Context: an optimization exercise on an open-source flow, tuned for small area, a short achievable clock period and few clock cycles. The choices shown serve that exercise and are no tape-out recipe. RTL that was checked went through simulation tests only; none was proved equivalent to the original. No activity file was given, so power comes from the tool's default toggle rates.

==> xenon <==
==> flow/design.v <==
module lmp_edge_pairer (
    input             clk,
    input             rst,
    input             ev_v,        
    input      [1:0]  ev_k,
    input      [31:0] ev_t,        
    output reg        p_v,         
    output reg [31:0] p_w,         
    output reg        p_first,     
    output reg        p_rb0,       
    output reg        p_close,     
    output reg        p_asym,      
    output reg        p_empty,     
    output            p0_now       
);
    reg signed [3:0] diff;         
    reg        got0;
    reg [2:0]  rbc;
    reg [31:0] e0, e1, e2, e3;
    wire is_close = ev_k[1];
    wire is_fall  = ev_k[0];
    wire edge_v   = ev_v & ~is_close;
    wire close_v  = ev_v & is_close;
    wire ahead_r  = ~diff[3] & (diff != 4'sd0);
    wire ahead_f  = diff[3];
    wire match    = edge_v & (is_fall ? ahead_r : ahead_f);
    wire push     = edge_v & ~match;
    wire [2:0] cnt = diff[3] ? 3'd0 - diff[2:0] : diff[2:0];
    wire [31:0] sum;
    lmp_add #(.W(32)) u_add (.a(e0), .b(ev_t), .cin(1'b0), .s(sum));
    assign p0_now = match & ~got0;
    always @(posedge clk) begin
        if (match | (push & (cnt == 3'd0))) e0 <= match ? e1 : ev_t;
        if (match | (push & (cnt == 3'd1))) e1 <= match ? e2 : ev_t;
        if (match | (push & (cnt == 3'd2))) e2 <= match ? e3 : ev_t;
        if (push & (cnt == 3'd3))           e3 <= ev_t;
        p_w     <= ~sum;
        p_first <= ~got0;
        p_rb0   <= (rbc == 3'd0);
        p_asym  <= (diff != 4'sd0);
        p_empty <= ~got0;      
    end
    always @(posedge clk) begin
        if (rst) begin
            p_v     <= 1'b0;
            p_close <= 1'b0;
            diff    <= 4'sd0;
            got0    <= 1'b0;
            rbc     <= 3'd0;
        end else begin
            p_v     <= match;
            p_close <= close_v;
            if (close_v) begin
                diff <= 4'sd0;
                got0 <= 1'b0;
                rbc  <= 3'd0;
            end else if (edge_v) begin
                diff <= is_fall ? diff - 4'sd1 : diff + 4'sd1;
                if (match) begin
                    if (got0) rbc <= rbc + 3'd1;
                    got0 <= 1'b1;
                end
            end
        end
    end
endmodule
module lmp_add #(
    parameter W = 32
) (
    input  [W-1:0] a,
    input  [W-1:0] b,
    input          cin,
    output [W-1:0] s
);
    localparam LG = $clog2(W);
    wire [W-1:0] p0 = a ^ b;
    wire [W-1:0] g0 = a & b;
    reg [W-1:0] gc, pc, gn, pn;
    integer l, i, j;
    always @(*) begin
        gc = {g0[W-1:1], g0[0] | (p0[0] & cin)};
        pc = p0;
        for (l = 0; l < LG; l = l + 1) begin
            gn = gc;
            pn = pc;
            for (i = 0; i < W; i = i + 1) begin
                if (((i >> l) & 1) == 1) begin
                    j = ((i >> l) << l) - 1;
                    gn[i] = gc[i] | (pc[i] & gc[j]);
                    pn[i] = pc[i] & pc[j];
                end
            end
            gc = gn;
            pc = pn;
        end
    end
    assign s = p0 ^ {gc[W-2:0], cin};
endmodule
module lmp_classify (
    input  [32:0] d,
    input  [31:0] f0,
    input         rb_zero,
    output        is_bit,
    output        bit_val,
    output        bad
);
    wire neg = d[32];
    wire in_sel;
    lmp_window #(.W(36), .L(6), .LIM(40)) u_sel (
        .a  ({{2{d[32]}}, d, 1'b0}),
        .b  ({4'b0000, f0} ^ {36{~neg}}),
        .cin(~neg),
        .in (in_sel));
    wire in_idle = ((d[32:5] == 28'd0) & (d[4:0] <= 5'd20)) |
                   ((&d[32:5]) & (d[4:0] >= 5'd12));
    wire fsmall = (f0[31:6] == 26'd0) & (f0[5:0] <= 6'd40);
    wire dsmall = (d[32:6] == 27'd0) | (&d[32:6]);
    wire signed [8:0] d2 = {d[6], d[6:0], 1'b0};
    wire signed [8:0] fs = {3'b000, f0[5:0]};
    wire signed [8:0] t  = d2 + (fs ^ {9{neg}}) + {8'd0, neg};
    wire other = fsmall & dsmall & (t >= -9'sd40) & (t <= 9'sd40);
    wire in_high = neg ? other : in_sel;
    wire in_low  = neg ? in_sel : other;
    assign is_bit  = in_high | in_low;
    assign bit_val = in_high;
    assign bad     = ~in_high & ~in_low & ~(rb_zero & in_idle);
endmodule
module lmp_window #(
    parameter W = 36,
    parameter L = 6,
    parameter LIM = 40
) (
    input  [W-1:0] a,
    input  [W-1:0] b,
    input          cin,
    output         in
);
    wire [L:0]   lo = {1'b0, a[L-1:0]} + {1'b0, b[L-1:0]} + {{L{1'b0}}, cin};
    wire         c  = lo[L];
    wire [W-1:0] x = a ^ b;
    wire [W-1:0] o = a | b;
    wire [W-1:0] n = a & b;
    wire zr = &(x[W-1:L+1] ~^ o[W-2:L]);
    wire on = &(x[W-1:L+1] ^ n[W-2:L]);
    wire hi_zero = zr & (x[L] == c);
    wire hi_ones = on & (x[L] != c);
    assign in = (hi_zero & (lo[L-1:0] <= LIM)) |
                (hi_ones & (lo[L-1:0] >= (1 << L) - LIM));
endmodule
module lmp_freq_div (
    input             clk,
    input             rst,
    input             start,
    input      [31:0] f0_in,    
    input      [31:0] f0,       
    output            busy,
    output            near,     
    output            done,     
    output     [63:0] freq
);
    reg         run;
    reg  [32:0] rem;            
    reg  [52:0] quo;
    reg  [10:0] ce;             
    reg         bq;             
    assign busy = run;
    assign near = run & (quo[51] | quo[50] | quo[49]);
    assign done = near | (start & (f0_in == 32'd0));
    assign freq = {1'b0, ce, quo[51:0]};
    wire        neg = rem[32];
    wire [32:0] nr;
    lmp_add #(.W(33)) u_add (
        .a  ({rem[31:0], bq}),
        .b  ({1'b0, f0} ^ {33{~neg}}),
        .cin(~neg),
        .s  (nr));
    wire        q   = ~nr[32];
    wire b500 = (ce == 11'd1085) | (ce == 11'd1084) | (ce == 11'd1083) |
                (ce == 11'd1082) | (ce == 11'd1081) | (ce == 11'd1079);
    reg fb;
    reg found;
    integer k;
    always @(*) begin
        fb = 1'b0;
        found = 1'b0;
        for (k = 51; k >= 0; k = k - 1) begin
            if (!found && quo[k]) begin
                found = 1'b1;
                if (k >= 20 && k <= 50) fb = f0[51 - k];
            end
        end
    end
    wire big = |f0_in[31:7] | (f0_in[6:0] > 7'd125);
    always @(posedge clk) begin
        rem <= start ? (big ? 33'd125 : 33'd0) : nr;
        bq  <= start ? ~big : (b500 | fb);
    end
    always @(posedge clk) begin
        if (rst) begin
            run <= 1'b0;
        end else if (start) begin
            quo <= 53'd0;
            if (f0_in == 32'd0) begin
                run <= 1'b0;
                ce  <= 11'h7FF;
            end else begin
                run <= 1'b1;
                ce  <= big ? 11'd1077 : 11'd1084;
            end
        end else if (run) begin
            quo <= {quo[51:0], q};
            ce  <= ce - 11'd1;
            if (quo[51]) run <= 1'b0;
        end
    end
endmodule
module lmp_decoder (
    input             clk,
    input             rst,         
    input             ev_valid,
    output            ev_ready,
    input      [1:0]  ev_kind,     
    input      [31:0] ev_time,
    output reg        res_valid,
    output reg [3:0]  res_err,     
    output     [32:0] res_period,
    output     [63:0] res_freq,
    output     [15:0] res_nbits,
    output     [3:0]  res_nbytes,
    output     [63:0] res_bytes
);
    localparam E_OK = 4'd0, E_ASYM = 4'd7, E_EMPTY = 4'd8, E_FRAMING = 4'd9;
    reg hold;
    assign ev_ready = ~hold;
    reg        s1_v;
    reg [1:0]  s1_k;
    reg [31:0] s1_t;
    wire take = ev_valid & ~hold;
    always @(posedge clk) begin
        s1_v <= take & ~rst;
        s1_k <= ev_kind;
        s1_t <= ev_kind[0] ? ~ev_time : ev_time;    
    end
    wire        p_v, p_first, p_rb0, p_close, p_asym, p_empty, p0_now;
    wire [31:0] p_w;
    lmp_edge_pairer u_pair (
        .clk    (clk),
        .rst    (rst),
        .ev_v   (s1_v),
        .ev_k   (s1_k),
        .ev_t   (s1_t),
        .p_v    (p_v),
        .p_w    (p_w),
        .p_first(p_first),
        .p_rb0  (p_rb0),
        .p_close(p_close),
        .p_asym (p_asym),
        .p_empty(p_empty),
        .p0_now (p0_now)
    );
    reg  [31:0] f0;
    reg  [32:0] d_d;
    reg         d_pulse, d_rb0;
    wire [32:0] dsum;
    lmp_add #(.W(33)) u_dsub (
        .a  ({1'b0, p_w}),
        .b  (~{1'b0, f0}),
        .cin(1'b1),
        .s  (dsum));
    always @(posedge clk) begin
        d_d   <= dsum;
        d_rb0 <= p_rb0;
    end
    wire        is_bit, bit_val, bad;
    lmp_classify u_cls (
        .d      (d_d),
        .f0     (f0),
        .rb_zero(d_rb0),
        .is_bit (is_bit),
        .bit_val(bit_val),
        .bad    (bad)
    );
    wire        div_start = p_v & p_first;
    wire        div_busy, div_near, div_done;
    lmp_freq_div u_div (
        .clk   (clk),
        .rst   (rst),
        .start (div_start),
        .f0_in (p_w),
        .f0    (f0),
        .busy  (div_busy),
        .near  (div_near),
        .done  (div_done),
        .freq  (res_freq)
    );
    reg c_pulse, c_bit, c_val, c_bad, c_close, c_asym, c_empty;
    always @(posedge clk) begin
        c_bit   <= is_bit;
        c_val   <= bit_val;
        c_bad   <= bad;
        c_asym  <= p_asym;
        c_empty <= p_empty;
    end
    always @(posedge clk) begin
        if (rst) begin
            d_pulse <= 1'b0;
            c_pulse <= 1'b0;
            c_close <= 1'b0;
        end else begin
            d_pulse <= p_v & ~p_first;
            c_pulse <= d_pulse;
            c_close <= p_close;
        end
    end
    always @(posedge clk) begin
        if (div_start) f0 <= p_w;
    end
    reg [15:0] nbits;
    reg [63:0] bytes;
    reg        framing_err;
    wire wr_bit = c_pulse & c_bit;
    reg [3:0]  nbytes;      
    wire       lt64 = (nbits[15:6] == 10'd0);
    always @(posedge clk) begin
        if (div_start) begin
            nbits       <= 16'd0;
            nbytes      <= 4'd0;
            framing_err <= 1'b0;
        end else if (c_pulse) begin
            if (c_bad) framing_err <= 1'b1;
            if (c_bit) begin
                nbits <= nbits + 16'd1;
                if (lt64 & (nbits[2:0] == 3'd0)) nbytes <= nbytes + 4'd1;
            end
        end
    end
    genvar j;
    generate
        for (j = 0; j < 64; j = j + 1) begin : g_bits
            always @(posedge clk)
                if (div_start | (wr_bit & lt64 & (nbits[5:0] == j)))
                    bytes[j] <= c_val & ~div_start;
        end
    endgenerate
    assign res_period = {f0, 1'b0};
    assign res_nbits  = nbits;
    assign res_bytes  = bytes;
    assign res_nbytes = nbytes;
    reg  pend;           
    reg  dpend;          
    wire close_take = take & ev_kind[1];
    wire emit = (c_close | pend) & ~div_busy;
    always @(posedge clk) begin
        if (c_close)
            res_err <= c_asym ? E_ASYM : c_empty ? E_EMPTY :
                       (framing_err | (c_pulse & c_bad)) ? E_FRAMING : E_OK;
    end
    always @(posedge clk) begin
        if (rst) begin
            res_valid <= 1'b0;
            pend      <= 1'b0;
            dpend     <= 1'b0;
            hold      <= 1'b0;
        end else begin
            res_valid <= emit;
            pend      <= (c_close | pend) & ~emit;
            if (p0_now)       dpend <= 1'b1;
            else if (div_done) dpend <= 1'b0;
            hold <= hold ? ~(div_near | ~dpend) : (close_take & (dpend | p0_now) & ~div_near);
        end
    end
endmodule
==> flow/flow/run.sh <==
#!/bin/bash
# Standard layout, with plain buf_1 cells as the port buffers instead of the
# delay buffers buffer_ports picks by default, and clock tree synthesis
# without dummy loads.
set -euo pipefail
export BUFFER_PORTS_ARGS="-buffer_cell sky130_fd_sc_hd__buf_1"
export CTS_ARGS="-sink_clustering_enable -repair_clock_nets -sink_clustering_size 16 -sink_clustering_max_diameter 80 -buf_list sky130_fd_sc_hd__clkbuf_8 -root_buf sky130_fd_sc_hd__clkbuf_16 -dont_use_dummy_load"
bash standard.sh > standard.log 2>&1
==> flow/standard.sh <==
#!/bin/bash
# synth_recipe.tcl (not shown) runs the flow's synth.tcl, then flattens the netlist and writes it again
# the make line also repeats each setting of config.mk as NAME=value (left out here)
make -C /OpenROAD-flow-scripts/flow DESIGN_CONFIG=/design/flow/config.mk WORK_HOME=/design/flow/orfs CLKGATE_MAP_FILE= SYNTH_SCRIPT=/design/flow/synth_recipe.tcl "${@:-finish}"
==> flow/config.mk <==
export PLATFORM = sky130hd
export DESIGN_NAME = lmp_decoder
export DESIGN_NICKNAME = lmp_decoder
export VERILOG_FILES = /design/flow/design.v
export SDC_FILE = /design/flow/constraint.sdc
export NUM_CORES = 4
export LEC_CHECK = 0
export CAP_MARGIN = 20
export CORE_MARGIN = 2
export CORE_UTILIZATION = 40
export PLACE_DENSITY = 0.6
export SETUP_SLACK_MARGIN = 5
export SLEW_MARGIN = 20
==> flow/constraint.sdc <==
create_clock -name core_clock -period 8.0 [get_ports {clk}]
set_input_delay 1.6000 -clock core_clock [delete_from_list [all_inputs] [get_ports {clk}]]
set_output_delay 1.6000 -clock core_clock [all_outputs]
set_load 0.01 [all_outputs]
==> inputs of juniper, as changes to xenon <==
==> flow/design.v, changed modules only <==
module lmp_edge_pairer (
    input             clk,
    input             rst,
    input             ev_v,        
    input      [1:0]  ev_k,
    input      [31:0] ev_t,        
    output reg        p_v,         
    output reg [31:0] p_w,         
    output reg        p_first,     
    output reg        p_rb0,       
    output reg        p_close,     
    output reg        p_asym,      
    output reg        p_empty,     
    output            p0_now       
);
    reg signed [3:0] diff;         
    reg        seen;
    reg        got0;
    reg [2:0]  rbc;
    reg [31:0] e0, e1, e2, e3;
    wire is_close = ev_k[1];
    wire is_fall  = ev_k[0];
    wire edge_v   = ev_v & ~is_close;
    wire close_v  = ev_v & is_close;
    wire ahead_r  = ~diff[3] & (diff != 4'sd0);
    wire ahead_f  = diff[3];
    wire match    = edge_v & (is_fall ? ahead_r : ahead_f);
    wire push     = edge_v & ~match;
    wire [2:0] cnt = diff[3] ? 3'd0 - diff[2:0] : diff[2:0];
    wire [31:0] sum;
    lmp_add #(.W(32)) u_add (.a(e0), .b(ev_t), .cin(1'b0), .s(sum));
    assign p0_now = match & ~got0;
    always @(posedge clk) begin
        if (match | (push & (cnt == 3'd0))) e0 <= match ? e1 : ev_t;
        if (match | (push & (cnt == 3'd1))) e1 <= match ? e2 : ev_t;
        if (match | (push & (cnt == 3'd2))) e2 <= match ? e3 : ev_t;
        if (push & (cnt == 3'd3))           e3 <= ev_t;
        p_w     <= ~sum;
        p_first <= ~got0;
        p_rb0   <= (rbc == 3'd0);
        p_asym  <= (diff != 4'sd0);
        p_empty <= ~seen;
    end
    always @(posedge clk) begin
        if (rst) begin
            p_v     <= 1'b0;
            p_close <= 1'b0;
            diff    <= 4'sd0;
            seen    <= 1'b0;
            got0    <= 1'b0;
            rbc     <= 3'd0;
        end else begin
            p_v     <= match;
            p_close <= close_v;
            if (close_v) begin
                diff <= 4'sd0;
                seen <= 1'b0;
                got0 <= 1'b0;
                rbc  <= 3'd0;
            end else if (edge_v) begin
                seen <= 1'b1;
                diff <= is_fall ? diff - 4'sd1 : diff + 4'sd1;
                if (match) begin
                    if (got0) rbc <= rbc + 3'd1;
                    got0 <= 1'b1;
                end
            end
        end
    end
endmodule
module lmp_classify (
    input  [31:0] w,
    input  [31:0] f0,
    input         rb_zero,
    output        is_bit,
    output        bit_val,
    output        bad
);
    wire [35:0] w1  = {4'b0000, w};
    wire [35:0] w2  = {3'b000, w, 1'b0};
    wire [35:0] nf  = ~{4'b0000, f0};
    wire [35:0] nf2 = ~{3'b000, f0, 1'b0};
    wire [35:0] cs_s = w2 ^ nf ^ nf2;
    wire [35:0] cs_c = (w2 & nf) | (w2 & nf2) | (nf & nf2);
    wire in_high, in_low, in_idle;
    lmp_window #(.W(36), .L(6), .LIM(40)) u_high (
        .a(cs_s), .b({cs_c[34:0], 1'b1}), .in(in_high));
    lmp_window #(.W(36), .L(6), .LIM(40)) u_low (
        .a(w2), .b(nf), .in(in_low));
    lmp_window #(.W(36), .L(5), .LIM(20)) u_idle (
        .a(w1), .b(nf), .in(in_idle));
    assign is_bit  = in_high | in_low;
    assign bit_val = in_high;
    assign bad     = ~in_high & ~in_low & ~(rb_zero & in_idle);
endmodule
module lmp_window #(
    parameter W = 36,
    parameter L = 6,
    parameter LIM = 40
) (
    input  [W-1:0] a,
    input  [W-1:0] b,
    output         in
);
    wire [L:0]   lo = {1'b0, a[L-1:0]} + {1'b0, b[L-1:0]} + {{L{1'b0}}, 1'b1};
    wire         c  = lo[L];
    wire [W-1:0] x = a ^ b;
    wire [W-1:0] o = a | b;
    wire [W-1:0] n = a & b;
    wire zr = &(x[W-1:L+1] ~^ o[W-2:L]);
    wire on = &(x[W-1:L+1] ^ n[W-2:L]);
    wire hi_zero = zr & (x[L] == c);
    wire hi_ones = on & (x[L] != c);
    assign in = (hi_zero & (lo[L-1:0] <= LIM)) |
                (hi_ones & (lo[L-1:0] >= (1 << L) - LIM));
endmodule
module lmp_decoder (
    input             clk,
    input             rst,         
    input             ev_valid,
    output            ev_ready,
    input      [1:0]  ev_kind,     
    input      [31:0] ev_time,
    output reg        res_valid,
    output reg [3:0]  res_err,     
    output     [32:0] res_period,
    output     [63:0] res_freq,
    output     [15:0] res_nbits,
    output     [3:0]  res_nbytes,
    output     [63:0] res_bytes
);
    localparam E_OK = 4'd0, E_ASYM = 4'd7, E_EMPTY = 4'd8, E_FRAMING = 4'd9;
    reg hold;
    assign ev_ready = ~hold;
    reg        s1_v;
    reg [1:0]  s1_k;
    reg [31:0] s1_t;
    wire take = ev_valid & ~hold;
    always @(posedge clk) begin
        s1_v <= take & ~rst;
        s1_k <= ev_kind;
        s1_t <= ev_kind[0] ? ~ev_time : ev_time;    
    end
    wire        p_v, p_first, p_rb0, p_close, p_asym, p_empty, p0_now;
    wire [31:0] p_w;
    lmp_edge_pairer u_pair (
        .clk    (clk),
        .rst    (rst),
        .ev_v   (s1_v),
        .ev_k   (s1_k),
        .ev_t   (s1_t),
        .p_v    (p_v),
        .p_w    (p_w),
        .p_first(p_first),
        .p_rb0  (p_rb0),
        .p_close(p_close),
        .p_asym (p_asym),
        .p_empty(p_empty),
        .p0_now (p0_now)
    );
    reg  [31:0] f0;
    wire        is_bit, bit_val, bad;
    lmp_classify u_cls (
        .w      (p_w),
        .f0     (f0),
        .rb_zero(p_rb0),
        .is_bit (is_bit),
        .bit_val(bit_val),
        .bad    (bad)
    );
    wire        div_start = p_v & p_first;
    wire        div_busy, div_near, div_done;
    lmp_freq_div u_div (
        .clk   (clk),
        .rst   (rst),
        .start (div_start),
        .f0_in (p_w),
        .f0    (f0),
        .busy  (div_busy),
        .near  (div_near),
        .done  (div_done),
        .freq  (res_freq)
    );
    reg c_first, c_pulse, c_bit, c_val, c_bad, c_close, c_asym, c_empty;
    always @(posedge clk) begin
        c_bit   <= is_bit;
        c_val   <= bit_val;
        c_bad   <= bad;
        c_asym  <= p_asym;
        c_empty <= p_empty;
    end
    always @(posedge clk) begin
        if (rst) begin
            c_first <= 1'b0;
            c_pulse <= 1'b0;
            c_close <= 1'b0;
        end else begin
            c_first <= div_start;
            c_pulse <= p_v & ~p_first;
            c_close <= p_close;
        end
    end
    always @(posedge clk) begin
        if (div_start) f0 <= p_w;
    end
    reg [15:0] nbits;
    reg [63:0] bytes;
    reg        framing_err;
    wire wr_bit = c_pulse & c_bit;
    reg [3:0]  nbytes;      
    wire       lt64 = (nbits[15:6] == 10'd0);
    always @(posedge clk) begin
        if (c_first) begin
            nbits       <= 16'd0;
            nbytes      <= 4'd0;
            framing_err <= 1'b0;
        end else if (c_pulse) begin
            if (c_bad) framing_err <= 1'b1;
            if (c_bit) begin
                nbits <= nbits + 16'd1;
                if (lt64 & (nbits[2:0] == 3'd0)) nbytes <= nbytes + 4'd1;
            end
        end
    end
    genvar j;
    generate
        for (j = 0; j < 64; j = j + 1) begin : g_bits
            always @(posedge clk)
                if (c_first | (wr_bit & lt64 & (nbits[5:0] == j)))
                    bytes[j] <= c_val & ~c_first;
        end
    endgenerate
    assign res_period = {f0, 1'b0};
    assign res_nbits  = nbits;
    assign res_bytes  = bytes;
    assign res_nbytes = nbytes;
    reg  pend;           
    reg  dpend;          
    wire close_take = take & ev_kind[1];
    wire emit = (c_close | pend) & ~div_busy;
    always @(posedge clk) begin
        if (c_close)
            res_err <= c_asym ? E_ASYM : c_empty ? E_EMPTY :
                       framing_err ? E_FRAMING : E_OK;
    end
    always @(posedge clk) begin
        if (rst) begin
            res_valid <= 1'b0;
            pend      <= 1'b0;
            dpend     <= 1'b0;
            hold      <= 1'b0;
        end else begin
            res_valid <= emit;
            pend      <= (c_close | pend) & ~emit;
            if (p0_now)       dpend <= 1'b1;
            else if (div_done) dpend <= 1'b0;
            hold <= hold ? ~(div_near | ~dpend) : (close_take & (dpend | p0_now));
        end
    end
endmodule
==> flow/flow/run.sh (replaced) <==
#!/bin/bash
# Standard layout, with plain buf_1 cells as the port buffers instead of the
# delay buffers buffer_ports picks by default.
set -euo pipefail
export BUFFER_PORTS_ARGS="-buffer_cell sky130_fd_sc_hd__buf_1"
bash standard.sh > standard.log 2>&1
- CTS_BUF_LIST: default -> sky130_fd_sc_hd__clkbuf_8
- CTS_CLUSTER_SIZE: default -> 20
- SETUP_SLACK_MARGIN: 5 -> 4.5
==> summary.txt <==
- Sequential cell count of the final layout: 440
- Min Hold Slack: 0.328 ns
- Outcome: finished clean
- Cell types with the largest area share after synthesis: sky130_fd_sc_hd__edfxtp_1 36%, sky130_fd_sc_hd__ha_1 13%, sky130_fd_sc_hd__dfxtp_1 12%
- Net load switching power: 2.66 mW
- Post-detail-place hpwl: 45100 um
- First element of the critical path: f0[30]
- Critical Path, Cell by Cell: inv_1 -> fa_1 -> inv_1 -> fa_1 -> xor2_1 -> nand4_1 -> nor4_1 -> nand4_1 -> a211o_1 -> o2111ai_1 -> a21oi_1
- Comb_multi_in: 1550
- Floorplan core area: 60200 um^2
- Achievable frequency: 305 MHz
- Sequential share of cell area: 0.423
- Power attributed to combinational cells: 2.63 mW
- Worst clock skew: 0.0340 ns
- Leading registers by flop count: bytes (64), u_div.quo (52), u_div.rem (33)
- Die Y-Extent: 251 um
- Share of the cycle needed by the critical path after routing: 0.410
- CP arrival: 3.80 ns
[end of results for juniper]
==> summary.txt <==
- Net load switching power: 2.96 mW
- Outcome: finished clean
- Worst clock skew: 0.0786 ns
- Comb_multi_in: 1482
- Die Y-Extent: 246 um
- Achievable frequency: 305 MHz
- Leading registers by flop count: bytes (64), u_div.quo (52)
- Sequential cell count of the final layout: 472
- Min Hold Slack: 0.328 ns
- Post-detail-place hpwl: 43300 um
- Cell types with the largest area share after synthesis: sky130_fd_sc_hd__edfxtp_1 37%, sky130_fd_sc_hd__dfxtp_1 16%, sky130_fd_sc_hd__ha_1 9.4%
[end of results for xenon]
Testbench counts of juniper, summed over its fixed seeds: cycles 30,458.
Only the layout flow was run in xenon; the RTL was not checked for function there.

port drivers added, routing unchanged:
How much do the figures lean on ideal ports? The routed layouts below were timed once more, with nothing changed but the port constraints. Step 1 sets driving cells, clkbuf_16 on the clock port and buf_2 on the other inputs (assumed; they add their load-dependent delay and slew). Step 2 adds t to the input delays and takes it off the output delays; t is the mean of the earliest and latest rising clock arrival at the registers after step 1. Input paths then give back, and output paths get back, about the clock's delay inside the block. Slacks: ideal / step 1 / step 2; pairs: ideal / step 1.
run | t (ns) | setup slack, ns | slew at the worst register clock pin (ns)
xenon | 0.578 | 4.722 / 4.722 / 4.722 | 0.10 / 0.10
juniper | 0.697 | 4.721 / 4.721 / 4.721 | 0.07 / 0.07
After both steps setup and hold are still met in every run listed.
